Background: an optimization exercise with open tools, aiming at small area, a short achievable clock period and few clock cycles. Do not read the settings as production practice.
RTL that was checked went through simulation tests only; none was proved equivalent to the original.
Only the layout flow was run in run 2; the RTL was not checked for function there.

==> flow/design.v, too long to show whole: its modules and the start of the top module <==
// module bmp_reduce: 870 lines
// module bmp_reduce_enc: 135 lines
// module bmp_reduce_dec1: 63 lines
// module bmp_reduce_dec3: 63 lines
// module bmp_reduce_dec5: 63 lines
// module bmp_reduce_cadd: 10 lines
module bmp_reduce #(
    parameter MAXW = 128
) (
    input  wire       clk,
    input  wire       rst,
    input  wire       start,
    input  wire [7:0] cfg_width,      
    input  wire       cfg_bpp4,       
    input  wire [1:0] cfg_dither,     
    input  wire [6:0] cfg_bright,     
    input  wire [6:0] cfg_contrast,   
    input  wire       cfg_order,      
    input  wire       cfg_invert,     
    input  wire       in_valid,
    output wire       in_ready,
    input  wire [7:0] in_b,
    input  wire [7:0] in_g,
    input  wire [7:0] in_r,
    output reg        out_valid,
    input  wire       out_ready,
    output wire [7:0] out_data
);
  // ...
==> flow/flow/run.sh <==
#!/bin/bash
# Standard layout, but the port buffers are buf_2 cells instead of the
# buffer_ports default (clkdlybuf4s50_1), which is slower and larger.
set -euo pipefail
export BUFFER_PORTS_ARGS="-buffer_cell sky130_fd_sc_hd__buf_2"
bash standard.sh > flow_standard.log 2>&1
==> flow/standard.sh <==
#!/bin/bash
# synth_recipe.tcl (not shown) runs the flow's synth.tcl, then flattens the netlist and writes it again
# the make line also repeats each setting of config.mk as NAME=value (left out here)
make -C /OpenROAD-flow-scripts/flow DESIGN_CONFIG=/design/flow/config.mk WORK_HOME=/design/flow/orfs CLKGATE_MAP_FILE= SYNTH_SCRIPT=/design/flow/synth_recipe.tcl "${@:-finish}"
==> flow/config.mk <==
export PLATFORM = sky130hd
export DESIGN_NAME = bmp_reduce
export DESIGN_NICKNAME = bmp_reduce
export VERILOG_FILES = /design/flow/design.v
export SDC_FILE = /design/flow/constraint.sdc
export NUM_CORES = 4
export LEC_CHECK = 0
export CAP_MARGIN = 20
export CORE_MARGIN = 2
export CORE_UTILIZATION = 60
export CTS_CLUSTER_DIAMETER = 80
export CTS_CLUSTER_SIZE = 30
export SLEW_MARGIN = 20
==> flow/constraint.sdc <==
create_clock -name core_clock -period 46.0 [get_ports {clk}]
set_input_delay 9.2000 -clock core_clock [delete_from_list [all_inputs] [get_ports {clk}]]
set_output_delay 9.2000 -clock core_clock [all_outputs]
set_load 0.01 [all_outputs]
==> out/qor.json, run 1 <==
{
  "outcome": {
    "status": "no timing/DRC/antenna violations"
  },
  "job": {
    "timing.max_cap.violations": 0
  },
  "global_route": {
    "antenna_found_initial": 0,
    "largest_net_degree_at_the_start_of_global_routing": 46,
    "grt_pass1_vias": 26100
  },
  "route": {
    "vias": 25600,
    "dr.first_iter.drc_count": 1733,
    "met2_wirelength_mm": 37.8,
    "via_per_inst": 5.37
  },
  "timing": {
    "worst_slew_margin_rel_pct": 27.5,
    "min_period_ns": 10.42,
    "report.final.setup_viol": 0,
    "hold-worst-slack_ns": 0.295,
    "worst_clock_skew_ns": 0.0602
  },
  "finish": {
    "layout_common_cells": "sky130_fd_sc_hd__dfxtp_1 (1005), sky130_fd_sc_hd__inv_1 (445), sky130_fd_sc_hd__ha_1 (240)",
    "layout.buffer.nonclock.area_share_pct": 1.06,
    "cell_group_occupying_the_most_layout_area": "registers",
    "design.final.nets": 4331,
    "multi_input_cells": 2137,
    "postLayoutCoreUtil_pct": 64.9,
    "multiInputGateArea_um2": 18200
  },
  "clock_tree": {
    "numCtsBuffers": 49,
    "worstSkewPairLatency_ns": 0.65,
    "cts.sink_count": 1079
  },
  "yosys": {
    "synth_fp_nets": 4302,
    "syn_area_cell_um2": 11.3,
    "post_synth_fa_ha_maj_area_fraction_pct": 17.7,
    "synth_compound_area_share_pct": 10.1
  },
  "critical_path": {
    "crit_path_max_incr_delay_ns": 0.42,
    "critical_path.reg2reg.endpoint": "lq[7]"
  },
  "worst_hold_path": {
    "hold_path_depth": 0,
    "worst_hold_path.endpoint": "ring[3][0]"
  },
  "floorplanning": {
    "core_region_um2": 70100
  }
}
Testbench counts, summed over its fixed seeds: cycles 30,136.
==> inputs of run 2 (changes only) <==
--- a/flow/design.v
+++ b/flow/design.v
@@ -89,364 +89,376 @@
             xi <= 8'd0;
             g  <= 7'h7f;
         end else begin
             if (va)
                 xi <= xi_nx;
             g <= gn;
         end
     end
-    reg vb, vc, ve, v2;
+    reg vb, ve, v2;
     always @(posedge clk) begin
         if (rst) begin
             vb <= 1'b0;
-            vc <= 1'b0;
             ve <= 1'b0;
             v2 <= 1'b0;
         end else begin
             vb <= va;
-            vc <= vb && !bpp4;
-            ve <= vc;
+            ve <= vb && !bpp4;
             v2 <= ve;
         end
     end
     reg [7:0] ra, ga, ba;
     always @(posedge clk) begin
         ra <= in_r;
         ga <= in_g;
         ba <= in_b;
     end
-    wire [17:0] lsum;
-    wire ls_1 = ra[5] ^ ra[4];
-    wire ls_2 = ra[5] & ra[4];
-    wire ls_3 = ra[6] ^ ra[5] ^ ra[3];
-    wire ls_4 = (ra[6] & ra[5]) | (ra[6] & ra[3]) | (ra[5] & ra[3]);
-    wire ls_5 = ra[1] ^ ga[6] ^ ga[5];
-    wire ls_6 = (ra[1] & ga[6]) | (ra[1] & ga[5]) | (ga[6] & ga[5]);
-    wire ls_7 = ra[7] ^ ra[6] ^ ra[4];
-    wire ls_8 = (ra[7] & ra[6]) | (ra[7] & ra[4]) | (ra[6] & ra[4]);
-    wire ls_9 = ra[2] ^ ga[7] ^ ga[6];
-    wire ls_10 = (ra[2] & ga[7]) | (ra[2] & ga[6]) | (ga[7] & ga[6]);
-    wire ls_11 = ga[4] ^ ga[1];
-    wire ls_12 = ga[4] & ga[1];
-    wire ls_13 = ra[7] ^ ra[5] ^ ra[3];
-    wire ls_14 = (ra[7] & ra[5]) | (ra[7] & ra[3]) | (ra[5] & ra[3]);
-    wire ls_15 = ra[0] ^ ga[7] ^ ga[5];
-    wire ls_16 = (ra[0] & ga[7]) | (ra[0] & ga[5]) | (ga[7] & ga[5]);
-    wire ls_17 = ga[2] ^ ba[7];
-    wire ls_18 = ga[2] & ba[7];
-    wire ls_19 = ra[6] ^ ra[4] ^ ra[1];
-    wire ls_20 = (ra[6] & ra[4]) | (ra[6] & ra[1]) | (ra[4] & ra[1]);
-    wire ls_21 = ga[6] ^ ga[3];
-    wire ls_22 = ga[6] & ga[3];
-    wire ls_23 = ra[7] ^ ra[5] ^ ra[2];
-    wire ls_24 = (ra[7] & ra[5]) | (ra[7] & ra[2]) | (ra[5] & ra[2]);
-    wire ls_25 = ra[3] ^ ra[2];
-    wire ls_26 = ra[3] & ra[2];
-    wire ls_27 = ra[4] ^ ra[3] ^ ra[1];
-    wire ls_28 = (ra[4] & ra[3]) | (ra[4] & ra[1]) | (ra[3] & ra[1]);
-    wire ls_29 = ga[4] ^ ga[3];
-    wire ls_30 = ga[4] & ga[3];
-    wire ls_31 = ra[2] ^ ra[0] ^ ga[5];
-    wire ls_32 = (ra[2] & ra[0]) | (ra[2] & ga[5]) | (ra[0] & ga[5]);
-    wire ls_33 = ga[4] ^ ga[2] ^ ba[4];
-    wire ls_34 = (ga[4] & ga[2]) | (ga[4] & ba[4]) | (ga[2] & ba[4]);
-    wire ls_35 = ba[1] ^ ba[0];
-    wire ls_36 = ba[1] & ba[0];
-    wire ls_37 = ls_2 ^ ga[3] ^ ga[0];
-    wire ls_38 = (ls_2 & ga[3]) | (ls_2 & ga[0]) | (ga[3] & ga[0]);
-    wire ls_39 = ba[5] ^ ba[2] ^ ba[1];
-    wire ls_40 = (ba[5] & ba[2]) | (ba[5] & ba[1]) | (ba[2] & ba[1]);
-    wire ls_41 = ba[0] ^ ls_3 ^ ls_5;
-    wire ls_42 = (ba[0] & ls_3) | (ba[0] & ls_5) | (ls_3 & ls_5);
-    wire ls_43 = ls_4 ^ ls_6 ^ ba[6];
-    wire ls_44 = (ls_4 & ls_6) | (ls_4 & ba[6]) | (ls_6 & ba[6]);
-    wire ls_45 = ba[3] ^ ba[2] ^ ba[1];
-    wire ls_46 = (ba[3] & ba[2]) | (ba[3] & ba[1]) | (ba[2] & ba[1]);
-    wire ls_47 = ls_7 ^ ls_9 ^ ls_11;
-    wire ls_48 = (ls_7 & ls_9) | (ls_7 & ls_11) | (ls_9 & ls_11);
-    wire ls_49 = ls_8 ^ ls_10 ^ ls_12;
-    wire ls_50 = (ls_8 & ls_10) | (ls_8 & ls_12) | (ls_10 & ls_12);
-    wire ls_51 = ba[4] ^ ba[3] ^ ba[2];
-    wire ls_52 = (ba[4] & ba[3]) | (ba[4] & ba[2]) | (ba[3] & ba[2]);
-    wire ls_53 = ls_13 ^ ls_15 ^ ls_17;
-    wire ls_54 = (ls_13 & ls_15) | (ls_13 & ls_17) | (ls_15 & ls_17);
-    wire ls_55 = ls_14 ^ ls_16 ^ ls_18;
-    wire ls_56 = (ls_14 & ls_16) | (ls_14 & ls_18) | (ls_16 & ls_18);
-    wire ls_57 = ga[0] ^ ba[5] ^ ba[4];
-    wire ls_58 = (ga[0] & ba[5]) | (ga[0] & ba[4]) | (ba[5] & ba[4]);
-    wire ls_59 = ba[3] ^ ls_19 ^ ls_21;
-    wire ls_60 = (ba[3] & ls_19) | (ba[3] & ls_21) | (ls_19 & ls_21);
-    wire ls_61 = ls_20 ^ ls_22 ^ ga[7];
-    wire ls_62 = (ls_20 & ls_22) | (ls_20 & ga[7]) | (ls_22 & ga[7]);
-    wire ls_63 = ga[4] ^ ga[1] ^ ba[6];
-    wire ls_64 = (ga[4] & ga[1]) | (ga[4] & ba[6]) | (ga[1] & ba[6]);
-    wire ls_65 = ba[5] ^ ba[4] ^ ls_23;
-    wire ls_66 = (ba[5] & ba[4]) | (ba[5] & ls_23) | (ba[4] & ls_23);
-    wire ls_67 = ls_24 ^ ra[6] ^ ra[3];
-    wire ls_68 = (ls_24 & ra[6]) | (ls_24 & ra[3]) | (ra[6] & ra[3]);
-    wire ls_69 = ga[5] ^ ga[2] ^ ba[7];
-    wire ls_70 = (ga[5] & ga[2]) | (ga[5] & ba[7]) | (ga[2] & ba[7]);
-    wire ls_71 = ba[6] ^ ba[5];
-    wire ls_72 = ba[6] & ba[5];
-    wire ls_73 = ra[7] ^ ra[4] ^ ga[6];
-    wire ls_74 = (ra[7] & ra[4]) | (ra[7] & ga[6]) | (ra[4] & ga[6]);
-    wire ls_75 = ga[3] ^ ba[7];
-    wire ls_76 = ga[3] & ba[7];
-    wire ls_77 = ra[1] ^ ra[0];
-    wire ls_78 = ra[1] & ra[0];
-    wire ls_79 = ra[2] ^ ra[1] ^ ga[2];
-    wire ls_80 = (ra[2] & ra[1]) | (ra[2] & ga[2]) | (ra[1] & ga[2]);
-    wire ls_81 = ra[0] ^ ga[3] ^ ga[2];
-    wire ls_82 = (ra[0] & ga[3]) | (ra[0] & ga[2]) | (ga[3] & ga[2]);
-    wire ls_83 = ga[0] ^ ba[2];
-    wire ls_84 = ga[0] & ba[2];
-    wire ls_85 = ls_26 ^ ga[1] ^ ba[3];
-    wire ls_86 = (ls_26 & ga[1]) | (ls_26 & ba[3]) | (ga[1] & ba[3]);
-    wire ls_87 = ba[0] ^ ls_27 ^ ls_29;
-    wire ls_88 = (ba[0] & ls_27) | (ba[0] & ls_29) | (ls_27 & ls_29);
-    wire ls_89 = ls_28 ^ ls_30 ^ ls_1;
-    wire ls_90 = (ls_28 & ls_30) | (ls_28 & ls_1) | (ls_30 & ls_1);
-    wire ls_91 = ls_31 ^ ls_33 ^ ls_35;
-    wire ls_92 = (ls_31 & ls_33) | (ls_31 & ls_35) | (ls_33 & ls_35);
-    wire ls_93 = ls_32 ^ ls_34 ^ ls_36;
-    wire ls_94 = (ls_32 & ls_34) | (ls_32 & ls_36) | (ls_34 & ls_36);
-    wire ls_95 = ls_37 ^ ls_39 ^ ls_41;
-    wire ls_96 = (ls_37 & ls_39) | (ls_37 & ls_41) | (ls_39 & ls_41);
-    wire ls_97 = ls_38 ^ ls_40 ^ ls_42;
-    wire ls_98 = (ls_38 & ls_40) | (ls_38 & ls_42) | (ls_40 & ls_42);
-    wire ls_99 = ls_43 ^ ls_45 ^ ls_47;
-    wire ls_100 = (ls_43 & ls_45) | (ls_43 & ls_47) | (ls_45 & ls_47);
-    wire ls_101 = ls_44 ^ ls_46 ^ ls_48;
-    wire ls_102 = (ls_44 & ls_46) | (ls_44 & ls_48) | (ls_46 & ls_48);
-    wire ls_103 = ls_49 ^ ls_51 ^ ls_53;
-    wire ls_104 = (ls_49 & ls_51) | (ls_49 & ls_53) | (ls_51 & ls_53);
-    wire ls_105 = ls_50 ^ ls_52 ^ ls_54;
-    wire ls_106 = (ls_50 & ls_52) | (ls_50 & ls_54) | (ls_52 & ls_54);
-    wire ls_107 = ls_55 ^ ls_57 ^ ls_59;
-    wire ls_108 = (ls_55 & ls_57) | (ls_55 & ls_59) | (ls_57 & ls_59);
-    wire ls_109 = ls_56 ^ ls_58 ^ ls_60;
-    wire ls_110 = (ls_56 & ls_58) | (ls_56 & ls_60) | (ls_58 & ls_60);
-    wire ls_111 = ls_61 ^ ls_63 ^ ls_65;
-    wire ls_112 = (ls_61 & ls_63) | (ls_61 & ls_65) | (ls_63 & ls_65);
-    wire ls_113 = ls_62 ^ ls_64 ^ ls_66;
-    wire ls_114 = (ls_62 & ls_64) | (ls_62 & ls_66) | (ls_64 & ls_66);
-    wire ls_115 = ls_67 ^ ls_69 ^ ls_71;
-    wire ls_116 = (ls_67 & ls_69) | (ls_67 & ls_71) | (ls_69 & ls_71);
-    wire ls_117 = ls_68 ^ ls_70 ^ ls_72;
-    wire ls_118 = (ls_68 & ls_70) | (ls_68 & ls_72) | (ls_70 & ls_72);
-    wire ls_119 = ba[6] ^ ls_73 ^ ls_75;
-    wire ls_120 = (ba[6] & ls_73) | (ba[6] & ls_75) | (ls_73 & ls_75);
-    wire ls_121 = ls_74 ^ ls_76 ^ ra[5];
-    wire ls_122 = (ls_74 & ls_76) | (ls_74 & ra[5]) | (ls_76 & ra[5]);
-    wire ls_123 = ga[7] ^ ga[4] ^ ba[7];
-    wire ls_124 = (ga[7] & ga[4]) | (ga[7] & ba[7]) | (ga[4] & ba[7]);
-    wire ls_125 = ga[1] ^ ga[0];
-    wire ls_126 = ga[1] & ga[0];
-    wire ls_127 = ls_78 ^ ga[1] ^ ba[1];
-    wire ls_128 = (ls_78 & ga[1]) | (ls_78 & ba[1]) | (ga[1] & ba[1]);
-    wire ls_129 = ls_80 ^ ls_25 ^ ls_81;
-    wire ls_130 = (ls_80 & ls_25) | (ls_80 & ls_81) | (ls_25 & ls_81);
-    wire ls_131 = ls_82 ^ ls_84 ^ ls_85;
-    wire ls_132 = (ls_82 & ls_84) | (ls_82 & ls_85) | (ls_84 & ls_85);
-    wire ls_133 = ls_86 ^ ls_88 ^ ls_89;
-    wire ls_134 = (ls_86 & ls_88) | (ls_86 & ls_89) | (ls_88 & ls_89);
-    wire ls_135 = ls_90 ^ ls_92 ^ ls_93;
-    wire ls_136 = (ls_90 & ls_92) | (ls_90 & ls_93) | (ls_92 & ls_93);
-    wire ls_137 = ls_94 ^ ls_96 ^ ls_97;
-    wire ls_138 = (ls_94 & ls_96) | (ls_94 & ls_97) | (ls_96 & ls_97);
-    wire ls_139 = ls_98 ^ ls_100 ^ ls_101;
-    wire ls_140 = (ls_98 & ls_100) | (ls_98 & ls_101) | (ls_100 & ls_101);
-    wire ls_141 = ls_102 ^ ls_104 ^ ls_105;
-    wire ls_142 = (ls_102 & ls_104) | (ls_102 & ls_105) | (ls_104 & ls_105);
-    wire ls_143 = ls_106 ^ ls_108 ^ ls_109;
-    wire ls_144 = (ls_106 & ls_108) | (ls_106 & ls_109) | (ls_108 & ls_109);
-    wire ls_145 = ls_110 ^ ls_112 ^ ls_113;
-    wire ls_146 = (ls_110 & ls_112) | (ls_110 & ls_113) | (ls_112 & ls_113);
-    wire ls_147 = ls_114 ^ ls_116 ^ ls_117;
-    wire ls_148 = (ls_114 & ls_116) | (ls_114 & ls_117) | (ls_116 & ls_117);
-    wire ls_149 = ls_118 ^ ls_120 ^ ls_121;
-    wire ls_150 = (ls_118 & ls_120) | (ls_118 & ls_121) | (ls_120 & ls_121);
-    wire ls_151 = ls_122 ^ ls_124 ^ ra[6];
-    wire ls_152 = (ls_122 & ls_124) | (ls_122 & ra[6]) | (ls_124 & ra[6]);
-    wire ls_153 = ba[0] ^ ls_77;
-    wire ls_154 = ba[0] & ls_77;
-    wire ls_155 = ls_126 ^ ls_79 ^ ls_127;
-    wire ls_156 = (ls_126 & ls_79) | (ls_126 & ls_127) | (ls_79 & ls_127);
-    wire ls_157 = ls_128 ^ ls_83 ^ ls_129;
-    wire ls_158 = (ls_128 & ls_83) | (ls_128 & ls_129) | (ls_83 & ls_129);
-    wire ls_159 = ls_130 ^ ls_87 ^ ls_131;
-    wire ls_160 = (ls_130 & ls_87) | (ls_130 & ls_131) | (ls_87 & ls_131);
-    wire ls_161 = ls_132 ^ ls_91 ^ ls_133;
-    wire ls_162 = (ls_132 & ls_91) | (ls_132 & ls_133) | (ls_91 & ls_133);
-    wire ls_163 = ls_134 ^ ls_95 ^ ls_135;
-    wire ls_164 = (ls_134 & ls_95) | (ls_134 & ls_135) | (ls_95 & ls_135);
-    wire ls_165 = ls_136 ^ ls_99 ^ ls_137;
-    wire ls_166 = (ls_136 & ls_99) | (ls_136 & ls_137) | (ls_99 & ls_137);
-    wire ls_167 = ls_138 ^ ls_103 ^ ls_139;
-    wire ls_168 = (ls_138 & ls_103) | (ls_138 & ls_139) | (ls_103 & ls_139);
-    wire ls_169 = ls_140 ^ ls_107 ^ ls_141;
-    wire ls_170 = (ls_140 & ls_107) | (ls_140 & ls_141) | (ls_107 & ls_141);
-    wire ls_171 = ls_142 ^ ls_111 ^ ls_143;
-    wire ls_172 = (ls_142 & ls_111) | (ls_142 & ls_143) | (ls_111 & ls_143);
-    wire ls_173 = ls_144 ^ ls_115 ^ ls_145;
-    wire ls_174 = (ls_144 & ls_115) | (ls_144 & ls_145) | (ls_115 & ls_145);
-    wire ls_175 = ls_146 ^ ls_119 ^ ls_147;
-    wire ls_176 = (ls_146 & ls_119) | (ls_146 & ls_147) | (ls_119 & ls_147);
-    wire ls_177 = ls_148 ^ ls_123 ^ ls_149;
-    wire ls_178 = (ls_148 & ls_123) | (ls_148 & ls_149) | (ls_123 & ls_149);
-    wire ls_179 = ls_150 ^ ga[5] ^ ls_151;
-    wire ls_180 = (ls_150 & ga[5]) | (ls_150 & ls_151) | (ga[5] & ls_151);
-    wire ls_181 = ls_152 ^ ra[7] ^ ga[6];
-    wire ls_182 = (ls_152 & ra[7]) | (ls_152 & ga[6]) | (ra[7] & ga[6]);
-    wire [17:0] ls_a = {1'b0, ls_182, ls_180, ls_178, ls_176, ls_174, ls_172, ls_170, ls_168, ls_166, ls_164, ls_162, ls_160, ls_158, ls_156, ls_154, ls_125, ra[0]};
-    wire [17:0] ls_b = {1'b0, ga[7], ls_181, ls_179, ls_177, ls_175, ls_173, ls_171, ls_169, ls_167, ls_165, ls_163, ls_161, ls_159, ls_157, ls_155, ls_153, ga[0]};
-    wire [17:0] ls_s = ls_a + ls_b;
-    assign lsum = ls_s[17:0];
     wire [7:0] luma;
-    wire lq_1 = lsum[3] ^ lsum[4];
-    wire lq_2 = lsum[3] & lsum[4];
-    wire lq_3 = lsum[4] ^ lsum[5] ^ lsum[9];
-    wire lq_4 = (lsum[4] & lsum[5]) | (lsum[4] & lsum[9]) | (lsum[5] & lsum[9]);
-    wire lq_5 = lsum[12] ^ lsum[14];
-    wire lq_6 = lsum[12] & lsum[14];
-    wire lq_7 = lsum[5] ^ lsum[6] ^ lsum[10];
-    wire lq_8 = (lsum[5] & lsum[6]) | (lsum[5] & lsum[10]) | (lsum[6] & lsum[10]);
-    wire lq_9 = lsum[13] ^ lsum[15];
-    wire lq_10 = lsum[13] & lsum[15];
-    wire lq_11 = lsum[0] ^ lsum[6] ^ lsum[7];
-    wire lq_12 = (lsum[0] & lsum[6]) | (lsum[0] & lsum[7]) | (lsum[6] & lsum[7]);
-    wire lq_13 = lsum[11] ^ lsum[14] ^ lsum[16];
-    wire lq_14 = (lsum[11] & lsum[14]) | (lsum[11] & lsum[16]) | (lsum[14] & lsum[16]);
-    wire lq_15 = lsum[1] ^ lsum[7] ^ lsum[8];
-    wire lq_16 = (lsum[1] & lsum[7]) | (lsum[1] & lsum[8]) | (lsum[7] & lsum[8]);
-    wire lq_17 = lsum[12] ^ lsum[15] ^ lsum[17];
-    wire lq_18 = (lsum[12] & lsum[15]) | (lsum[12] & lsum[17]) | (lsum[15] & lsum[17]);
-    wire lq_19 = lsum[2] ^ lsum[8] ^ lsum[9];
-    wire lq_20 = (lsum[2] & lsum[8]) | (lsum[2] & lsum[9]) | (lsum[8] & lsum[9]);
-    wire lq_21 = lsum[13] ^ lsum[16];
-    wire lq_22 = lsum[13] & lsum[16];
-    wire lq_23 = lsum[3] ^ lsum[9] ^ lsum[10];
-    wire lq_24 = (lsum[3] & lsum[9]) | (lsum[3] & lsum[10]) | (lsum[9] & lsum[10]);
-    wire lq_25 = lsum[14] ^ lsum[17];
-    wire lq_26 = lsum[14] & lsum[17];
-    wire lq_27 = lsum[4] ^ lsum[10] ^ lsum[11];
-    wire lq_28 = (lsum[4] & lsum[10]) | (lsum[4] & lsum[11]) | (lsum[10] & lsum[11]);
-    wire lq_29 = lsum[5] ^ lsum[11];
-    wire lq_30 = lsum[5] & lsum[11];
-    wire lq_31 = lsum[6] ^ lsum[12];
-    wire lq_32 = lsum[6] & lsum[12];
-    wire lq_33 = lsum[8] ^ lsum[11];
-    wire lq_34 = lsum[8] & lsum[11];
-    wire lq_35 = lq_2 ^ 1'b1 ^ lq_3;
-    wire lq_36 = (lq_2 & 1'b1) | (lq_2 & lq_3) | (1'b1 & lq_3);
-    wire lq_37 = lq_4 ^ lq_6 ^ lq_7;
-    wire lq_38 = (lq_4 & lq_6) | (lq_4 & lq_7) | (lq_6 & lq_7);
-    wire lq_39 = lq_8 ^ lq_10 ^ lq_11;
-    wire lq_40 = (lq_8 & lq_10) | (lq_8 & lq_11) | (lq_10 & lq_11);
-    wire lq_41 = lq_12 ^ lq_14 ^ lq_15;
-    wire lq_42 = (lq_12 & lq_14) | (lq_12 & lq_15) | (lq_14 & lq_15);
-    wire lq_43 = lq_16 ^ lq_18 ^ lq_19;
-    wire lq_44 = (lq_16 & lq_18) | (lq_16 & lq_19) | (lq_18 & lq_19);
-    wire lq_45 = lq_20 ^ lq_22 ^ lq_23;
-    wire lq_46 = (lq_20 & lq_22) | (lq_20 & lq_23) | (lq_22 & lq_23);
-    wire lq_47 = lq_24 ^ lq_26 ^ lsum[15];
-    wire lq_48 = (lq_24 & lq_26) | (lq_24 & lsum[15]) | (lq_26 & lsum[15]);
-    wire lq_49 = lq_28 ^ lsum[12] ^ lsum[16];
-    wire lq_50 = (lq_28 & lsum[12]) | (lq_28 & lsum[16]) | (lsum[12] & lsum[16]);
-    wire lq_51 = lq_30 ^ lsum[13] ^ lsum[17];
-    wire lq_52 = (lq_30 & lsum[13]) | (lq_30 & lsum[17]) | (lsum[13] & lsum[17]);
-    wire lq_53 = lq_32 ^ lsum[7] ^ lsum[13];
-    wire lq_54 = (lq_32 & lsum[7]) | (lq_32 & lsum[13]) | (lsum[7] & lsum[13]);
-    wire lq_55 = lsum[8] ^ lsum[14];
-    wire lq_56 = lsum[8] & lsum[14];
-    wire lq_57 = lsum[9] ^ lsum[15];
-    wire lq_58 = lsum[9] & lsum[15];
-    wire lq_59 = lsum[10] ^ lsum[16];
-    wire lq_60 = lsum[10] & lsum[16];
-    wire lq_61 = lsum[13] ^ lq_1;
-    wire lq_62 = lsum[13] & lq_1;
-    wire lq_63 = lq_34 ^ lq_5 ^ lq_35;
-    wire lq_64 = (lq_34 & lq_5) | (lq_34 & lq_35) | (lq_5 & lq_35);
-    wire lq_65 = lq_36 ^ lq_9 ^ lq_37;
-    wire lq_66 = (lq_36 & lq_9) | (lq_36 & lq_37) | (lq_9 & lq_37);
-    wire lq_67 = lq_38 ^ lq_13 ^ lq_39;
-    wire lq_68 = (lq_38 & lq_13) | (lq_38 & lq_39) | (lq_13 & lq_39);
-    wire lq_69 = lq_40 ^ lq_17 ^ lq_41;
-    wire lq_70 = (lq_40 & lq_17) | (lq_40 & lq_41) | (lq_17 & lq_41);
-    wire lq_71 = lq_42 ^ lq_21 ^ lq_43;
-    wire lq_72 = (lq_42 & lq_21) | (lq_42 & lq_43) | (lq_21 & lq_43);
-    wire lq_73 = lq_44 ^ lq_25 ^ lq_45;
-    wire lq_74 = (lq_44 & lq_25) | (lq_44 & lq_45) | (lq_25 & lq_45);
-    wire lq_75 = lq_46 ^ lq_27 ^ lq_47;
-    wire lq_76 = (lq_46 & lq_27) | (lq_46 & lq_47) | (lq_27 & lq_47);
-    wire lq_77 = lq_48 ^ lq_29 ^ lq_49;
-    wire lq_78 = (lq_48 & lq_29) | (lq_48 & lq_49) | (lq_29 & lq_49);
-    wire lq_79 = lq_50 ^ lq_31 ^ lq_51;
-    wire lq_80 = (lq_50 & lq_31) | (lq_50 & lq_51) | (lq_31 & lq_51);
-    wire lq_81 = lq_52 ^ lsum[14] ^ lq_53;
-    wire lq_82 = (lq_52 & lsum[14]) | (lq_52 & lq_53) | (lsum[14] & lq_53);
-    wire lq_83 = lq_54 ^ lsum[15] ^ lq_55;
-    wire lq_84 = (lq_54 & lsum[15]) | (lq_54 & lq_55) | (lsum[15] & lq_55);
-    wire lq_85 = lq_56 ^ lsum[16] ^ lq_57;
-    wire lq_86 = (lq_56 & lsum[16]) | (lq_56 & lq_57) | (lsum[16] & lq_57);
-    wire lq_87 = lq_58 ^ lsum[17] ^ lq_59;
-    wire lq_88 = (lq_58 & lsum[17]) | (lq_58 & lq_59) | (lsum[17] & lq_59);
-    wire lq_89 = lq_60 ^ lsum[11] ^ lsum[17];
-    wire lq_90 = (lq_60 & lsum[11]) | (lq_60 & lsum[17]) | (lsum[11] & lsum[17]);
-    wire [20:0] lq_a = {lsum[17], lsum[16], lsum[15], lsum[14], lsum[13], lq_90, lq_88, lq_86, lq_84, lq_82, lq_80, lq_78, lq_76, lq_74, lq_72, lq_70, lq_68, lq_66, lq_64, lq_62, lq_33};
-    wire [20:0] lq_b = {1'b0, 1'b0, 1'b0, 1'b0, 1'b0, lsum[12], lq_89, lq_87, lq_85, lq_83, lq_81, lq_79, lq_77, lq_75, lq_73, lq_71, lq_69, lq_67, lq_65, lq_63, lq_61};
-    wire [20:0] lq_s = lq_a + lq_b;
-    assign luma = lq_s[20:13];
-    reg [7:0] lq;
-    always @(posedge clk)
-        lq <= luma;
+    wire ld_1 = ra[6] ^ ~ra[4];
+    wire ld_2 = ra[6] & ~ra[4];
+    wire ld_3 = ra[7] ^ ~ra[5];
+    wire ld_4 = ra[7] & ~ra[5];
+    wire ld_5 = ~ra[6] ^ ~ra[4];
+    wire ld_6 = ~ra[6] & ~ra[4];
+    wire ld_7 = ~ra[7] ^ ~ra[5] ^ ra[3];
+    wire ld_8 = (~ra[7] & ~ra[5]) | (~ra[7] & ra[3]) | (~ra[5] & ra[3]);
+    wire ld_9 = ~ra[6] ^ ra[4];
+    wire ld_10 = ~ra[6] & ra[4];
+    wire ld_11 = ~ra[7] ^ ra[5] ^ ra[2];
+    wire ld_12 = (~ra[7] & ra[5]) | (~ra[7] & ra[2]) | (ra[5] & ra[2]);
+    wire ld_13 = ra[6] ^ ra[3] ^ ~ra[0];
+    wire ld_14 = (ra[6] & ra[3]) | (ra[6] & ~ra[0]) | (ra[3] & ~ra[0]);
+    wire ld_15 = ra[7] ^ ra[4] ^ ~ra[1];
+    wire ld_16 = (ra[7] & ra[4]) | (ra[7] & ~ra[1]) | (ra[4] & ~ra[1]);
+    wire ld_17 = ga[5] ^ ~ga[2];
+    wire ld_18 = ga[5] & ~ga[2];
+    wire ld_19 = ra[5] ^ ~ra[2] ^ ra[0];
+    wire ld_20 = (ra[5] & ~ra[2]) | (ra[5] & ra[0]) | (~ra[2] & ra[0]);
+    wire ld_21 = ga[6] ^ ~ga[3];
+    wire ld_22 = ga[6] & ~ga[3];
+    wire ld_23 = ra[6] ^ ~ra[3] ^ ra[1];
+    wire ld_24 = (ra[6] & ~ra[3]) | (ra[6] & ra[1]) | (~ra[3] & ra[1]);
+    wire ld_25 = ga[7] ^ ~ga[4] ^ ~ga[2];
+    wire ld_26 = (ga[7] & ~ga[4]) | (ga[7] & ~ga[2]) | (~ga[4] & ~ga[2]);
+    wire ld_27 = ga[0] ^ ba[7];
+    wire ld_28 = ga[0] & ba[7];
+    wire ld_29 = ra[7] ^ ~ra[4] ^ ra[2];
+    wire ld_30 = (ra[7] & ~ra[4]) | (ra[7] & ra[2]) | (~ra[4] & ra[2]);
+    wire ld_31 = ra[0] ^ ~ga[5] ^ ~ga[3];
+    wire ld_32 = (ra[0] & ~ga[5]) | (ra[0] & ~ga[3]) | (~ga[5] & ~ga[3]);
+    wire ld_33 = ga[1] ^ ba[6];
+    wire ld_34 = ga[1] & ba[6];
+    wire ld_35 = ~ra[5] ^ ra[3] ^ ra[1];
+    wire ld_36 = (~ra[5] & ra[3]) | (~ra[5] & ra[1]) | (ra[3] & ra[1]);
+    wire ld_37 = ~ga[6] ^ ~ga[4] ^ ga[2];
+    wire ld_38 = (~ga[6] & ~ga[4]) | (~ga[6] & ga[2]) | (~ga[4] & ga[2]);
+    wire ld_39 = ga[0] ^ ba[7];
+    wire ld_40 = ga[0] & ba[7];
+    wire ld_41 = ~ra[6] ^ ra[4] ^ ra[2];
+    wire ld_42 = (~ra[6] & ra[4]) | (~ra[6] & ra[2]) | (ra[4] & ra[2]);
+    wire ld_43 = ~ga[7] ^ ~ga[5] ^ ga[3];
+    wire ld_44 = (~ga[7] & ~ga[5]) | (~ga[7] & ga[3]) | (~ga[5] & ga[3]);
+    wire ld_45 = ~ra[7] ^ ra[5];
+    wire ld_46 = ~ra[7] & ra[5];
+    wire ld_47 = ra[5] ^ ~ra[3] ^ ~ra[1];
+    wire ld_48 = (ra[5] & ~ra[3]) | (ra[5] & ~ra[1]) | (~ra[3] & ~ra[1]);
+    wire ld_49 = ~ra[2] ^ ra[0] ^ ~ga[6];
+    wire ld_50 = (~ra[2] & ra[0]) | (~ra[2] & ~ga[6]) | (ra[0] & ~ga[6]);
+    wire ld_51 = ~ga[3] ^ ga[1] ^ ba[7];
+    wire ld_52 = (~ga[3] & ga[1]) | (~ga[3] & ba[7]) | (ga[1] & ba[7]);
+    wire ld_53 = ld_2 ^ ~ra[3] ^ ra[1];
+    wire ld_54 = (ld_2 & ~ra[3]) | (ld_2 & ra[1]) | (~ra[3] & ra[1]);
+    wire ld_55 = ~ga[7] ^ ~ga[4] ^ ga[2];
+    wire ld_56 = (~ga[7] & ~ga[4]) | (~ga[7] & ga[2]) | (~ga[4] & ga[2]);
+    wire ld_57 = ~ba[5] ^ ~ba[1];
+    wire ld_58 = ~ba[5] & ~ba[1];
+    wire ld_59 = ld_4 ^ ra[2] ^ ~ga[5];
+    wire ld_60 = (ld_4 & ra[2]) | (ld_4 & ~ga[5]) | (ra[2] & ~ga[5]);
+    wire ld_61 = ga[3] ^ ga[0] ^ ~ba[6];
+    wire ld_62 = (ga[3] & ga[0]) | (ga[3] & ~ba[6]) | (ga[0] & ~ba[6]);
+    wire ld_63 = ~ba[2] ^ ba[0] ^ ld_5;
+    wire ld_64 = (~ba[2] & ba[0]) | (~ba[2] & ld_5) | (ba[0] & ld_5);
+    wire ld_65 = ld_6 ^ ra[0] ^ ~ga[6];
+    wire ld_66 = (ld_6 & ra[0]) | (ld_6 & ~ga[6]) | (ra[0] & ~ga[6]);
+    wire ld_67 = ga[4] ^ ga[1] ^ ~ba[7];
+    wire ld_68 = (ga[4] & ga[1]) | (ga[4] & ~ba[7]) | (ga[1] & ~ba[7]);
+    wire ld_69 = ~ba[3] ^ ba[1] ^ ld_7;
+    wire ld_70 = (~ba[3] & ba[1]) | (~ba[3] & ld_7) | (ba[1] & ld_7);
+    wire ld_71 = ld_8 ^ ra[1] ^ ~ga[7];
+    wire ld_72 = (ld_8 & ra[1]) | (ld_8 & ~ga[7]) | (ra[1] & ~ga[7]);
+    wire ld_73 = ga[5] ^ ga[2] ^ ~ba[4];
+    wire ld_74 = (ga[5] & ga[2]) | (ga[5] & ~ba[4]) | (ga[2] & ~ba[4]);
+    wire ld_75 = ba[2] ^ ba[0] ^ ld_9;
+    wire ld_76 = (ba[2] & ba[0]) | (ba[2] & ld_9) | (ba[0] & ld_9);
+    wire ld_77 = ld_10 ^ ga[6] ^ ga[3];
+    wire ld_78 = (ld_10 & ga[6]) | (ld_10 & ga[3]) | (ga[6] & ga[3]);
+    wire ld_79 = ~ga[0] ^ ~ba[5] ^ ba[3];
+    wire ld_80 = (~ga[0] & ~ba[5]) | (~ga[0] & ba[3]) | (~ba[5] & ba[3]);
+    wire ld_81 = ba[1] ^ 1'b1 ^ ld_11;
+    wire ld_82 = (ba[1] & 1'b1) | (ba[1] & ld_11) | (1'b1 & ld_11);
+    wire ld_83 = ld_12 ^ ga[7] ^ ga[4];
+    wire ld_84 = (ld_12 & ga[7]) | (ld_12 & ga[4]) | (ga[7] & ga[4]);
+    wire ld_85 = ~ga[1] ^ ~ba[6] ^ ba[4];
+    wire ld_86 = (~ga[1] & ~ba[6]) | (~ga[1] & ba[4]) | (~ba[6] & ba[4]);
+    wire ld_87 = ba[2] ^ ~ba[0] ^ ld_13;
+    wire ld_88 = (ba[2] & ~ba[0]) | (ba[2] & ld_13) | (~ba[0] & ld_13);
+    wire ld_89 = ld_14 ^ ~ga[0] ^ ~ba[7];
+    wire ld_90 = (ld_14 & ~ga[0]) | (ld_14 & ~ba[7]) | (~ga[0] & ~ba[7]);
+    wire ld_91 = ba[5] ^ ba[3] ^ ~ba[1];
+    wire ld_92 = (ba[5] & ba[3]) | (ba[5] & ~ba[1]) | (ba[3] & ~ba[1]);
+    wire ld_93 = 1'b1 ^ ld_15 ^ ld_17;
+    wire ld_94 = (1'b1 & ld_15) | (1'b1 & ld_17) | (ld_15 & ld_17);
+    wire ld_95 = ld_16 ^ ld_18 ^ ~ga[1];
+    wire ld_96 = (ld_16 & ld_18) | (ld_16 & ~ga[1]) | (ld_18 & ~ga[1]);
+    wire ld_97 = ba[6] ^ ba[4] ^ ~ba[2];
+    wire ld_98 = (ba[6] & ba[4]) | (ba[6] & ~ba[2]) | (ba[4] & ~ba[2]);
+    wire ld_99 = 1'b1 ^ ld_19 ^ ld_21;
+    wire ld_100 = (1'b1 & ld_19) | (1'b1 & ld_21) | (ld_19 & ld_21);
+    wire ld_101 = ld_20 ^ ld_22 ^ ba[5];
+    wire ld_102 = (ld_20 & ld_22) | (ld_20 & ba[5]) | (ld_22 & ba[5]);
+    wire ld_103 = ~ba[3] ^ ba[0] ^ 1'b1;
+    wire ld_104 = (~ba[3] & ba[0]) | (~ba[3] & 1'b1) | (ba[0] & 1'b1);
+    wire ld_105 = ld_23 ^ ld_25 ^ ld_27;
+    wire ld_106 = (ld_23 & ld_25) | (ld_23 & ld_27) | (ld_25 & ld_27);
+    wire ld_107 = ld_24 ^ ld_26 ^ ld_28;
+    wire ld_108 = (ld_24 & ld_26) | (ld_24 & ld_28) | (ld_26 & ld_28);
+    wire ld_109 = ~ba[4] ^ ba[1] ^ 1'b1;
+    wire ld_110 = (~ba[4] & ba[1]) | (~ba[4] & 1'b1) | (ba[1] & 1'b1);
+    wire ld_111 = ld_29 ^ ld_31 ^ ld_33;
+    wire ld_112 = (ld_29 & ld_31) | (ld_29 & ld_33) | (ld_31 & ld_33);
+    wire ld_113 = ld_30 ^ ld_32 ^ ld_34;
+    wire ld_114 = (ld_30 & ld_32) | (ld_30 & ld_34) | (ld_32 & ld_34);
+    wire ld_115 = ~ba[5] ^ ba[2] ^ 1'b1;
+    wire ld_116 = (~ba[5] & ba[2]) | (~ba[5] & 1'b1) | (ba[2] & 1'b1);
+    wire ld_117 = ld_35 ^ ld_37 ^ ld_39;
+    wire ld_118 = (ld_35 & ld_37) | (ld_35 & ld_39) | (ld_37 & ld_39);
+    wire ld_119 = ld_36 ^ ld_38 ^ ld_40;
+    wire ld_120 = (ld_36 & ld_38) | (ld_36 & ld_40) | (ld_38 & ld_40);
+    wire ld_121 = ga[1] ^ ~ba[6] ^ ba[3];
+    wire ld_122 = (ga[1] & ~ba[6]) | (ga[1] & ba[3]) | (~ba[6] & ba[3]);
+    wire ld_123 = 1'b1 ^ ld_41 ^ ld_43;
+    wire ld_124 = (1'b1 & ld_41) | (1'b1 & ld_43) | (ld_41 & ld_43);
+    wire ld_125 = ld_42 ^ ld_44 ^ ra[3];
+    wire ld_126 = (ld_42 & ld_44) | (ld_42 & ra[3]) | (ld_44 & ra[3]);
+    wire ld_127 = ~ga[6] ^ ga[4] ^ ga[2];
+    wire ld_128 = (~ga[6] & ga[4]) | (~ga[6] & ga[2]) | (ga[4] & ga[2]);
+    wire ld_129 = ~ba[7] ^ ba[4] ^ ld_45;
+    wire ld_130 = (~ba[7] & ba[4]) | (~ba[7] & ld_45) | (ba[4] & ld_45);
+    wire ld_131 = ld_46 ^ ra[6] ^ ra[4];
+    wire ld_132 = (ld_46 & ra[6]) | (ld_46 & ra[4]) | (ra[6] & ra[4]);
+    wire ld_133 = ~ga[7] ^ ga[5] ^ ga[3];
+    wire ld_134 = (~ga[7] & ga[5]) | (~ga[7] & ga[3]) | (ga[5] & ga[3]);
+    wire ld_135 = ba[5] ^ 1'b1;
+    wire ld_136 = ba[5] & 1'b1;
+    wire ld_137 = ra[7] ^ ra[5] ^ ga[6];
+    wire ld_138 = (ra[7] & ra[5]) | (ra[7] & ga[6]) | (ra[5] & ga[6]);
+    wire ld_139 = ga[4] ^ ba[6];
+    wire ld_140 = ga[4] & ba[6];
+    wire ld_141 = ~ga[5] ^ ~ga[2] ^ ga[0];
+    wire ld_142 = (~ga[5] & ~ga[2]) | (~ga[5] & ga[0]) | (~ga[2] & ga[0]);
+    wire ld_143 = ld_48 ^ ~ba[4] ^ ~ba[0];
+    wire ld_144 = (ld_48 & ~ba[4]) | (ld_48 & ~ba[0]) | (~ba[4] & ~ba[0]);
+    wire ld_145 = ld_1 ^ ld_49;
+    wire ld_146 = ld_1 & ld_49;
+    wire ld_147 = ld_50 ^ ld_52 ^ ld_3;
+    wire ld_148 = (ld_50 & ld_52) | (ld_50 & ld_3) | (ld_52 & ld_3);
+    wire ld_149 = ld_53 ^ ld_55 ^ ld_57;
+    wire ld_150 = (ld_53 & ld_55) | (ld_53 & ld_57) | (ld_55 & ld_57);
+    wire ld_151 = ld_54 ^ ld_56 ^ ld_58;
+    wire ld_152 = (ld_54 & ld_56) | (ld_54 & ld_58) | (ld_56 & ld_58);
+    wire ld_153 = ld_59 ^ ld_61 ^ ld_63;
+    wire ld_154 = (ld_59 & ld_61) | (ld_59 & ld_63) | (ld_61 & ld_63);
+    wire ld_155 = ld_60 ^ ld_62 ^ ld_64;
+    wire ld_156 = (ld_60 & ld_62) | (ld_60 & ld_64) | (ld_62 & ld_64);
+    wire ld_157 = ld_65 ^ ld_67 ^ ld_69;
+    wire ld_158 = (ld_65 & ld_67) | (ld_65 & ld_69) | (ld_67 & ld_69);
+    wire ld_159 = ld_66 ^ ld_68 ^ ld_70;
+    wire ld_160 = (ld_66 & ld_68) | (ld_66 & ld_70) | (ld_68 & ld_70);
+    wire ld_161 = ld_71 ^ ld_73 ^ ld_75;
+    wire ld_162 = (ld_71 & ld_73) | (ld_71 & ld_75) | (ld_73 & ld_75);
+    wire ld_163 = ld_72 ^ ld_74 ^ ld_76;
+    wire ld_164 = (ld_72 & ld_74) | (ld_72 & ld_76) | (ld_74 & ld_76);
+    wire ld_165 = ld_77 ^ ld_79 ^ ld_81;
+    wire ld_166 = (ld_77 & ld_79) | (ld_77 & ld_81) | (ld_79 & ld_81);
+    wire ld_167 = ld_78 ^ ld_80 ^ ld_82;
+    wire ld_168 = (ld_78 & ld_80) | (ld_78 & ld_82) | (ld_80 & ld_82);
+    wire ld_169 = ld_83 ^ ld_85 ^ ld_87;
+    wire ld_170 = (ld_83 & ld_85) | (ld_83 & ld_87) | (ld_85 & ld_87);
+    wire ld_171 = ld_84 ^ ld_86 ^ ld_88;
+    wire ld_172 = (ld_84 & ld_86) | (ld_84 & ld_88) | (ld_86 & ld_88);
+    wire ld_173 = ld_89 ^ ld_91 ^ ld_93;
+    wire ld_174 = (ld_89 & ld_91) | (ld_89 & ld_93) | (ld_91 & ld_93);
+    wire ld_175 = ld_90 ^ ld_92 ^ ld_94;
+    wire ld_176 = (ld_90 & ld_92) | (ld_90 & ld_94) | (ld_92 & ld_94);
+    wire ld_177 = ld_95 ^ ld_97 ^ ld_99;
+    wire ld_178 = (ld_95 & ld_97) | (ld_95 & ld_99) | (ld_97 & ld_99);
+    wire ld_179 = ld_96 ^ ld_98 ^ ld_100;
+    wire ld_180 = (ld_96 & ld_98) | (ld_96 & ld_100) | (ld_98 & ld_100);
+    wire ld_181 = ld_101 ^ ld_103 ^ ld_105;
+    wire ld_182 = (ld_101 & ld_103) | (ld_101 & ld_105) | (ld_103 & ld_105);
+    wire ld_183 = ld_102 ^ ld_104 ^ ld_106;
+    wire ld_184 = (ld_102 & ld_104) | (ld_102 & ld_106) | (ld_104 & ld_106);
+    wire ld_185 = ld_107 ^ ld_109 ^ ld_111;
+    wire ld_186 = (ld_107 & ld_109) | (ld_107 & ld_111) | (ld_109 & ld_111);
+    wire ld_187 = ld_108 ^ ld_110 ^ ld_112;
+    wire ld_188 = (ld_108 & ld_110) | (ld_108 & ld_112) | (ld_110 & ld_112);
+    wire ld_189 = ld_113 ^ ld_115 ^ ld_117;
+    wire ld_190 = (ld_113 & ld_115) | (ld_113 & ld_117) | (ld_115 & ld_117);
+    wire ld_191 = ld_114 ^ ld_116 ^ ld_118;
+    wire ld_192 = (ld_114 & ld_116) | (ld_114 & ld_118) | (ld_116 & ld_118);
+    wire ld_193 = ld_119 ^ ld_121 ^ ld_123;
+    wire ld_194 = (ld_119 & ld_121) | (ld_119 & ld_123) | (ld_121 & ld_123);
+    wire ld_195 = ld_120 ^ ld_122 ^ ld_124;
+    wire ld_196 = (ld_120 & ld_122) | (ld_120 & ld_124) | (ld_122 & ld_124);
+    wire ld_197 = ld_125 ^ ld_127 ^ ld_129;
+    wire ld_198 = (ld_125 & ld_127) | (ld_125 & ld_129) | (ld_127 & ld_129);
+    wire ld_199 = ld_126 ^ ld_128 ^ ld_130;
+    wire ld_200 = (ld_126 & ld_128) | (ld_126 & ld_130) | (ld_128 & ld_130);
+    wire ld_201 = ld_131 ^ ld_133 ^ ld_135;
+    wire ld_202 = (ld_131 & ld_133) | (ld_131 & ld_135) | (ld_133 & ld_135);
+    wire ld_203 = ld_132 ^ ld_134 ^ ld_136;
+    wire ld_204 = (ld_132 & ld_134) | (ld_132 & ld_136) | (ld_134 & ld_136);
+    wire ld_205 = 1'b1 ^ ld_137 ^ ld_139;
+    wire ld_206 = (1'b1 & ld_137) | (1'b1 & ld_139) | (ld_137 & ld_139);
+    wire ld_207 = ld_138 ^ ld_140 ^ ra[6];
+    wire ld_208 = (ld_138 & ld_140) | (ld_138 & ra[6]) | (ld_140 & ra[6]);
+    wire ld_209 = ga[7] ^ ga[5] ^ ba[7];
+    wire ld_210 = (ga[7] & ga[5]) | (ga[7] & ba[7]) | (ga[5] & ba[7]);
+    wire ld_211 = ra[7] ^ ga[6];
+    wire ld_212 = ra[7] & ga[6];
+    wire ld_213 = ba[6] ^ ~ba[3];
+    wire ld_214 = ba[6] & ~ba[3];
+    wire ld_215 = ld_142 ^ ld_51 ^ ld_143;
+    wire ld_216 = (ld_142 & ld_51) | (ld_142 & ld_143) | (ld_51 & ld_143);
+    wire ld_217 = ld_144 ^ ld_146 ^ ld_147;
+    wire ld_218 = (ld_144 & ld_146) | (ld_144 & ld_147) | (ld_146 & ld_147);
+    wire ld_219 = ld_148 ^ ld_150 ^ ld_151;
+    wire ld_220 = (ld_148 & ld_150) | (ld_148 & ld_151) | (ld_150 & ld_151);
+    wire ld_221 = ld_152 ^ ld_154 ^ ld_155;
+    wire ld_222 = (ld_152 & ld_154) | (ld_152 & ld_155) | (ld_154 & ld_155);
+    wire ld_223 = ld_156 ^ ld_158 ^ ld_159;
+    wire ld_224 = (ld_156 & ld_158) | (ld_156 & ld_159) | (ld_158 & ld_159);
+    wire ld_225 = ld_160 ^ ld_162 ^ ld_163;
+    wire ld_226 = (ld_160 & ld_162) | (ld_160 & ld_163) | (ld_162 & ld_163);
+    wire ld_227 = ld_164 ^ ld_166 ^ ld_167;
+    wire ld_228 = (ld_164 & ld_166) | (ld_164 & ld_167) | (ld_166 & ld_167);
+    wire ld_229 = ld_168 ^ ld_170 ^ ld_171;
+    wire ld_230 = (ld_168 & ld_170) | (ld_168 & ld_171) | (ld_170 & ld_171);
+    wire ld_231 = ld_172 ^ ld_174 ^ ld_175;
+    wire ld_232 = (ld_172 & ld_174) | (ld_172 & ld_175) | (ld_174 & ld_175);
+    wire ld_233 = ld_176 ^ ld_178 ^ ld_179;
+    wire ld_234 = (ld_176 & ld_178) | (ld_176 & ld_179) | (ld_178 & ld_179);
+    wire ld_235 = ld_180 ^ ld_182 ^ ld_183;
+    wire ld_236 = (ld_180 & ld_182) | (ld_180 & ld_183) | (ld_182 & ld_183);
+    wire ld_237 = ld_184 ^ ld_186 ^ ld_187;
+    wire ld_238 = (ld_184 & ld_186) | (ld_184 & ld_187) | (ld_186 & ld_187);
+    wire ld_239 = ld_188 ^ ld_190 ^ ld_191;
+    wire ld_240 = (ld_188 & ld_190) | (ld_188 & ld_191) | (ld_190 & ld_191);
+    wire ld_241 = ld_192 ^ ld_194 ^ ld_195;
+    wire ld_242 = (ld_192 & ld_194) | (ld_192 & ld_195) | (ld_194 & ld_195);
+    wire ld_243 = ld_196 ^ ld_198 ^ ld_199;
+    wire ld_244 = (ld_196 & ld_198) | (ld_196 & ld_199) | (ld_198 & ld_199);
+    wire ld_245 = ld_200 ^ ld_202 ^ ld_203;
+    wire ld_246 = (ld_200 & ld_202) | (ld_200 & ld_203) | (ld_202 & ld_203);
+    wire ld_247 = ld_204 ^ ld_206 ^ ld_207;
+    wire ld_248 = (ld_204 & ld_206) | (ld_204 & ld_207) | (ld_206 & ld_207);
+    wire ld_249 = ld_208 ^ ld_210 ^ 1'b1;
+    wire ld_250 = (ld_208 & ld_210) | (ld_208 & 1'b1) | (ld_210 & 1'b1);
+    wire ld_251 = ld_212 ^ ga[7];
+    wire ld_252 = ld_212 & ga[7];
+    wire ld_253 = ld_47 ^ ld_141;
+    wire ld_254 = ld_47 & ld_141;
+    wire ld_255 = ld_214 ^ ld_145 ^ ld_215;
+    wire ld_256 = (ld_214 & ld_145) | (ld_214 & ld_215) | (ld_145 & ld_215);
+    wire ld_257 = ld_216 ^ ld_149 ^ ld_217;
+    wire ld_258 = (ld_216 & ld_149) | (ld_216 & ld_217) | (ld_149 & ld_217);
+    wire ld_259 = ld_218 ^ ld_153 ^ ld_219;
+    wire ld_260 = (ld_218 & ld_153) | (ld_218 & ld_219) | (ld_153 & ld_219);
+    wire ld_261 = ld_220 ^ ld_157 ^ ld_221;
+    wire ld_262 = (ld_220 & ld_157) | (ld_220 & ld_221) | (ld_157 & ld_221);
+    wire ld_263 = ld_222 ^ ld_161 ^ ld_223;
+    wire ld_264 = (ld_222 & ld_161) | (ld_222 & ld_223) | (ld_161 & ld_223);
+    wire ld_265 = ld_224 ^ ld_165 ^ ld_225;
+    wire ld_266 = (ld_224 & ld_165) | (ld_224 & ld_225) | (ld_165 & ld_225);
+    wire ld_267 = ld_226 ^ ld_169 ^ ld_227;
+    wire ld_268 = (ld_226 & ld_169) | (ld_226 & ld_227) | (ld_169 & ld_227);
+    wire ld_269 = ld_228 ^ ld_173 ^ ld_229;
+    wire ld_270 = (ld_228 & ld_173) | (ld_228 & ld_229) | (ld_173 & ld_229);
+    wire ld_271 = ld_230 ^ ld_177 ^ ld_231;
+    wire ld_272 = (ld_230 & ld_177) | (ld_230 & ld_231) | (ld_177 & ld_231);
+    wire ld_273 = ld_232 ^ ld_181 ^ ld_233;
+    wire ld_274 = (ld_232 & ld_181) | (ld_232 & ld_233) | (ld_181 & ld_233);
+    wire ld_275 = ld_234 ^ ld_185 ^ ld_235;
+    wire ld_276 = (ld_234 & ld_185) | (ld_234 & ld_235) | (ld_185 & ld_235);
+    wire ld_277 = ld_236 ^ ld_189 ^ ld_237;
+    wire ld_278 = (ld_236 & ld_189) | (ld_236 & ld_237) | (ld_189 & ld_237);
+    wire ld_279 = ld_238 ^ ld_193 ^ ld_239;
+    wire ld_280 = (ld_238 & ld_193) | (ld_238 & ld_239) | (ld_193 & ld_239);
+    wire ld_281 = ld_240 ^ ld_197 ^ ld_241;
+    wire ld_282 = (ld_240 & ld_197) | (ld_240 & ld_241) | (ld_197 & ld_241);
+    wire ld_283 = ld_242 ^ ld_201 ^ ld_243;
+    wire ld_284 = (ld_242 & ld_201) | (ld_242 & ld_243) | (ld_201 & ld_243);
+    wire ld_285 = ld_244 ^ ld_205 ^ ld_245;
+    wire ld_286 = (ld_244 & ld_205) | (ld_244 & ld_245) | (ld_205 & ld_245);
+    wire ld_287 = ld_246 ^ ld_209 ^ ld_247;
+    wire ld_288 = (ld_246 & ld_209) | (ld_246 & ld_247) | (ld_209 & ld_247);
+    wire ld_289 = ld_248 ^ ld_211 ^ ld_249;
+    wire ld_290 = (ld_248 & ld_211) | (ld_248 & ld_249) | (ld_211 & ld_249);
+    wire ld_291 = ld_250 ^ 1'b1 ^ ld_251;
+    wire ld_292 = (ld_250 & 1'b1) | (ld_250 & ld_251) | (1'b1 & ld_251);
+    wire ld_293 = ld_252 ^ 1'b1;
+    wire ld_294 = ld_252 & 1'b1;
+    wire [20:0] ld_a = {ld_292, ld_290, ld_288, ld_286, ld_284, ld_282, ld_280, ld_278, ld_276, ld_274, ld_272, ld_270, ld_268, ld_266, ld_264, ld_262, ld_260, ld_258, ld_256, ld_254, ld_213};
+    wire [20:0] ld_b = {ld_293, ld_291, ld_289, ld_287, ld_285, ld_283, ld_281, ld_279, ld_277, ld_275, ld_273, ld_271, ld_269, ld_267, ld_265, ld_263, ld_261, ld_259, ld_257, ld_255, ld_253};
+    wire [20:0] ld_s = ld_a + ld_b;
+    assign luma = ld_s[20:13];
     wire [12:0] adj_t;
-    wire ta_1 = lq[0] ^ lq[2];
-    wire ta_2 = lq[0] & lq[2];
-    wire ta_3 = lq[1] ^ lq[3] ^ bright[0];
-    wire ta_4 = (lq[1] & lq[3]) | (lq[1] & bright[0]) | (lq[3] & bright[0]);
-    wire ta_5 = lq[2] ^ lq[4] ^ bright[0];
-    wire ta_6 = (lq[2] & lq[4]) | (lq[2] & bright[0]) | (lq[4] & bright[0]);
+    wire ta_1 = luma[0] ^ luma[2];
+    wire ta_2 = luma[0] & luma[2];
+    wire ta_3 = luma[1] ^ luma[3] ^ bright[0];
+    wire ta_4 = (luma[1] & luma[3]) | (luma[1] & bright[0]) | (luma[3] & bright[0]);
+    wire ta_5 = luma[2] ^ luma[4] ^ bright[0];
+    wire ta_6 = (luma[2] & luma[4]) | (luma[2] & bright[0]) | (luma[4] & bright[0]);
     wire ta_7 = bright[1] ^ bright[4];
     wire ta_8 = bright[1] & bright[4];
-    wire ta_9 = lq[3] ^ lq[5] ^ bright[1];
-    wire ta_10 = (lq[3] & lq[5]) | (lq[3] & bright[1]) | (lq[5] & bright[1]);
+    wire ta_9 = luma[3] ^ luma[5] ^ bright[1];
+    wire ta_10 = (luma[3] & luma[5]) | (luma[3] & bright[1]) | (luma[5] & bright[1]);
     wire ta_11 = bright[2] ^ bright[5] ^ bright[6];
     wire ta_12 = (bright[2] & bright[5]) | (bright[2] & bright[6]) | (bright[5] & bright[6]);
-    wire ta_13 = lq[4] ^ lq[6] ^ bright[2];
-    wire ta_14 = (lq[4] & lq[6]) | (lq[4] & bright[2]) | (lq[6] & bright[2]);
+    wire ta_13 = luma[4] ^ luma[6] ^ bright[2];
+    wire ta_14 = (luma[4] & luma[6]) | (luma[4] & bright[2]) | (luma[6] & bright[2]);
     wire ta_15 = bright[3] ^ bright[6];
     wire ta_16 = bright[3] & bright[6];
-    wire ta_17 = lq[5] ^ lq[7] ^ bright[3];
-    wire ta_18 = (lq[5] & lq[7]) | (lq[5] & bright[3]) | (lq[7] & bright[3]);
+    wire ta_17 = luma[5] ^ luma[7] ^ bright[3];
+    wire ta_18 = (luma[5] & luma[7]) | (luma[5] & bright[3]) | (luma[7] & bright[3]);
     wire ta_19 = bright[4] ^ 1'b1;
     wire ta_20 = bright[4] & 1'b1;
-    wire ta_21 = lq[6] ^ bright[4];
-    wire ta_22 = lq[6] & bright[4];
-    wire ta_23 = lq[0] ^ bright[0];
-    wire ta_24 = lq[0] & bright[0];
-    wire ta_25 = lq[1] ^ bright[1] ^ bright[2];
-    wire ta_26 = (lq[1] & bright[1]) | (lq[1] & bright[2]) | (bright[1] & bright[2]);
+    wire ta_21 = luma[6] ^ bright[4];
+    wire ta_22 = luma[6] & bright[4];
+    wire ta_23 = luma[0] ^ bright[0];
+    wire ta_24 = luma[0] & bright[0];
+    wire ta_25 = luma[1] ^ bright[1] ^ bright[2];
+    wire ta_26 = (luma[1] & bright[1]) | (luma[1] & bright[2]) | (bright[1] & bright[2]);
     wire ta_27 = bright[2] ^ bright[3] ^ 1'b1;
     wire ta_28 = (bright[2] & bright[3]) | (bright[2] & 1'b1) | (bright[3] & 1'b1);
     wire ta_29 = ta_2 ^ bright[3] ^ bright[4];
     wire ta_30 = (ta_2 & bright[3]) | (ta_2 & bright[4]) | (bright[3] & bright[4]);
     wire ta_31 = ta_4 ^ bright[5] ^ ta_5;
     wire ta_32 = (ta_4 & bright[5]) | (ta_4 & ta_5) | (bright[5] & ta_5);
     wire ta_33 = ta_6 ^ ta_8 ^ ta_9;
     wire ta_34 = (ta_6 & ta_8) | (ta_6 & ta_9) | (ta_8 & ta_9);
     wire ta_35 = ta_10 ^ ta_12 ^ ta_13;
     wire ta_36 = (ta_10 & ta_12) | (ta_10 & ta_13) | (ta_12 & ta_13);
     wire ta_37 = ta_14 ^ ta_16 ^ ta_17;
     wire ta_38 = (ta_14 & ta_16) | (ta_14 & ta_17) | (ta_16 & ta_17);
     wire ta_39 = ta_18 ^ ta_20 ^ bright[5];
     wire ta_40 = (ta_18 & ta_20) | (ta_18 & bright[5]) | (ta_20 & bright[5]);
-    wire ta_41 = ta_22 ^ lq[7] ^ bright[5];
-    wire ta_42 = (ta_22 & lq[7]) | (ta_22 & bright[5]) | (lq[7] & bright[5]);
+    wire ta_41 = ta_22 ^ luma[7] ^ bright[5];
+    wire ta_42 = (ta_22 & luma[7]) | (ta_22 & bright[5]) | (luma[7] & bright[5]);
     wire ta_43 = bright[1] ^ 1'b1;
     wire ta_44 = bright[1] & 1'b1;
     wire ta_45 = ta_24 ^ 1'b1 ^ ta_25;
     wire ta_46 = (ta_24 & 1'b1) | (ta_24 & ta_25) | (1'b1 & ta_25);
     wire ta_47 = ta_26 ^ ta_1 ^ ta_27;
     wire ta_48 = (ta_26 & ta_1) | (ta_26 & ta_27) | (ta_1 & ta_27);
     wire ta_49 = ta_28 ^ ta_3 ^ ta_29;
     wire ta_50 = (ta_28 & ta_3) | (ta_28 & ta_29) | (ta_3 & ta_29);
@@ -463,19 +475,19 @@
     wire ta_61 = ta_40 ^ bright[6] ^ ta_41;
     wire ta_62 = (ta_40 & bright[6]) | (ta_40 & ta_41) | (bright[6] & ta_41);
     wire ta_63 = ta_42 ^ bright[6];
     wire ta_64 = ta_42 & bright[6];
     wire [12:0] ta_a = {ta_64, ta_62, ta_60, ta_58, ta_56, ta_54, ta_52, ta_50, ta_48, ta_46, ta_44, ta_23, bright[0]};
     wire [12:0] ta_b = {1'b1, ta_63, ta_61, ta_59, ta_57, ta_55, ta_53, ta_51, ta_49, ta_47, ta_45, ta_43, 1'b1};
     wire [12:0] ta_s = ta_a + ta_b;
     assign adj_t = ta_s[12:0];
-    reg [12:0] tq;
+    reg [12:0] tq;            
     always @(posedge clk)
-        tq <= adj_t;
+        tq <= bpp4 ? {5'd0, luma} : adj_t;
     wire [19:0] adj_n;
     wire nm_1 = (contrast[0] & tq[6]) ^ (contrast[1] & tq[5]);
     wire nm_2 = (contrast[0] & tq[6]) & (contrast[1] & tq[5]);
     wire nm_3 = (contrast[0] & tq[7]) ^ (contrast[1] & tq[6]) ^ (contrast[2] & tq[5]);
     wire nm_4 = ((contrast[0] & tq[7]) & (contrast[1] & tq[6])) | ((contrast[0] & tq[7]) & (contrast[2] & tq[5])) | ((contrast[1] & tq[6]) & (contrast[2] & tq[5]));
     wire nm_5 = (contrast[0] & tq[8]) ^ (contrast[1] & tq[7]) ^ (contrast[2] & tq[6]);
     wire nm_6 = ((contrast[0] & tq[8]) & (contrast[1] & tq[7])) | ((contrast[0] & tq[8]) & (contrast[2] & tq[6])) | ((contrast[1] & tq[7]) & (contrast[2] & tq[6]));
     wire nm_7 = (contrast[3] & tq[5]) ^ (contrast[4] & tq[4]);
@@ -798,17 +810,17 @@
     always @(posedge clk) begin
         if (v2) begin
             d1 <= w1 ? code : r_out;
             d2 <= d2_u;
             t7 <= {fs_bit, e_mag7[9:4]};
         end
     end
     wire bit1 = dither[0] ? fs_bit : nb2;
-    wire [3:0] nib4 = lq[7:4];
+    wire [3:0] nib4 = tq[7:4];
     wire       proc = bpp4 ? vb : v2;
     reg  [7:0] acc;
     reg  [7:0] packed_byte;
     wire [2:0] xp = bpp4 ? xd[2:0] : xp2;
     wire       lp = bpp4 ? ld : ld2;
     wire       byte_done = bpp4 ? (xp[0] || lp) : (&xp || lp);
     always @(*) begin
         if (bpp4) begin
==> run 2 against run 1 <==
Compared with the run above:
- still clean
- critical path depth stayed put
- routed wire length is 2.1% higher
- cell count shrank 1.9%
- die area decreased by 2.2%
- non-clock buffer count grew 3
- utilization is 0.062 points lower
- first-iteration DRC count is 1.4% higher
- fmax grew 0.48%
- area after synthesis fell by 2.3%
==> out/qor.json, run 2 <==
{
  "outcome": {
    "status": "no timing/DRC/antenna violations"
  },
  "timing": {
    "worst_clock_skew": {"value": 0.0394, "unit": "ns", "change": "-0.0207 ns"},
    "worst_slew_margin_rel": {"value": 30.5, "unit": "%", "change": "+3.0 points"},
    "report.final.setup_viol": {"value": 0, "change": "unchanged"},
    "max_freq_ghz": 0.0965,
    "min_period": {"value": 10.37, "unit": "ns", "change": "-0.0496 ns"}
  },
  "clock_tree": {
    "worstSkewPairLatency": {"value": 0.65, "unit": "ns", "change": "about the same"},
    "numCtsBuffers": {"value": 48, "change": "-2.0%"},
    "cts.sink_count": {"value": 1070, "change": "-0.83%"}
  },
  "finish": {
    "layout_common_cells": "sky130_fd_sc_hd__dfxtp_1 (996), sky130_fd_sc_hd__inv_1 (406), sky130_fd_sc_hd__ha_1 (232)",
    "largest_register": "ring",
    "design.final.nets": {"value": 4242, "change": "-2.1%"}
  },
  "worst_hold_path": {
    "hold_path_depth": {"value": 0, "change": "unchanged"},
    "min-delay-path-class": "reg2reg"
  },
  "route": {
    "dr.first_iter.drc_count": {"value": 1757, "change": "+1.4%"},
    "vias": {"value": 25300, "change": "-1.3%"},
    "via_per_inst": {"value": 5.40, "change": "+0.56%"},
    "drt_wl_total_mm": 82.4
  },
  "yosys": {
    "synth_compound_area_share": {"value": 10.4, "unit": "%", "change": "+0.36 points"},
    "syn_area_cell": {"value": 11.3, "unit": "um2", "change": "-0.22%"},
    "synth_fp_nets": {"value": 4218, "change": "-2.0%"},
    "post_synth_fa_ha_maj_area_fraction": {"value": 18.0, "unit": "%", "change": "+0.32 points"}
  },
  "floorplanning": {
    "area_of_the_die_um2": 71600,
    "core_region": {"value": 68700, "unit": "um2", "change": "-2.1%"}
  },
  "global_route": {
    "grt_pass1_vias": {"value": 26000, "change": "-0.39%"},
    "antenna_found_initial": {"value": 1, "change": "+1"},
    "largest_net_degree_at_the_start_of_global_routing": {"value": 50, "change": "+8.7%"},
    "grt.overflow.total": 0
  },
  "job": {
    "timing.max_cap.violations": {"value": 0, "change": "unchanged"}
  },
  "critical_path": {
    "crit_path_max_incr_delay": {"value": 0.38, "unit": "ns", "change": "-0.04 ns"}
  },
  "place": {
    "placement.cell_area_um2": 42900
  }
}
## run 2: changes by cell type in the layout (fill, tap and decap cells not counted), moves of 9 or more
cell,before,now
sky130_fd_sc_hd__a21oi_1,181,202
sky130_fd_sc_hd__mux2_2,56,37
sky130_fd_sc_hd__nor3_1,40,52
sky130_fd_sc_hd__xnor2_1,85,74
sky130_fd_sc_hd__a22o_1,11,22
sky130_fd_sc_hd__nor2b_1,39,29
sky130_fd_sc_hd__nor2_1,237,224
sky130_fd_sc_hd__dfxtp_1,1005,996
sky130_fd_sc_hd__o211ai_1,14,24
sky130_fd_sc_hd__inv_1,445,406
sky130_fd_sc_hd__o21ai_1,14,4
sky130_fd_sc_hd__xor2_1,41,50
## run 2: final timing paths
| kind | end | slack (ns) |
|---|---|---|
| max | out_data[4] | 35.63 |
| min reg2reg | ring[93][4] | 0.33 |
| min | ring[93][4] | 0.33 |
| max reg2reg | aq[4] | 37.07 |
## run 2: metrics by stage
stage	hold WS, ns	std cells	worst slack [ns]	utilization (%)
after floorplan	0.310	3702	35.97	-
after global placement	0.310	4607	35.66	62.5
after detailed placement	0.312	4607	35.55	62.5
after CTS	0.318	4677	35.59	64.8
after global routing	0.325	4677	35.58	64.8
final	0.327	4678	35.63	64.8
## run 2: cell families after synthesis
group | after synthesis
flip-flops | 1070
XOR/XNOR | 127
AND/OR/NAND/NOR | 778
adder cells (fa/ha/maj) | 464
buffers and inverters | 526
AO/OA/AOI/OAI | 665
multiplexers | 72
## run 2: area by class of cell
class                   instances  area, um2
fillers                      5379      24200
flip-flops and latches       1070      22200
multi-input cells            2106      17600
inverters                     411       1540
clock buffers                  54       1250
well taps                     931       1160
repair buffers                 89        505
clock inverters                16        350
diodes                          1       2.50
## run 2: layer usage
metal	global-route usage (%)	routed length [um]	up-vias	share of wire, %
li1	-	-	12300	-
met1	33.2	39600	12400	48
met2	39.4	38400	499	47
met3	2.29	2700	101	3.3
met4	5.83	1730	0	2.1
met5	0	0	-	0

-- separate check: timing with driven ports --
In the flow no input, the clock included, has a driving cell. The finished layouts below were timed again as built, in two steps. Step 1, drivers: a clkbuf_16 drives clk and a buf_2 each remaining input, both assumed. Step 2 also shifts input and output timing later by t, the mid clock arrival at the registers, as if the neighbouring blocks saw the same clock. a / b / c = no drivers / after step 1 / after step 2; a / b = the first two.
run | shift t [ns] | slack for setup (ns)
run 1 | 0.699 | 35.584 / 35.519 / 35.440
run 2 | 0.694 | 35.634 / 35.569 / 35.543
After both steps setup and hold are still met in every run listed.
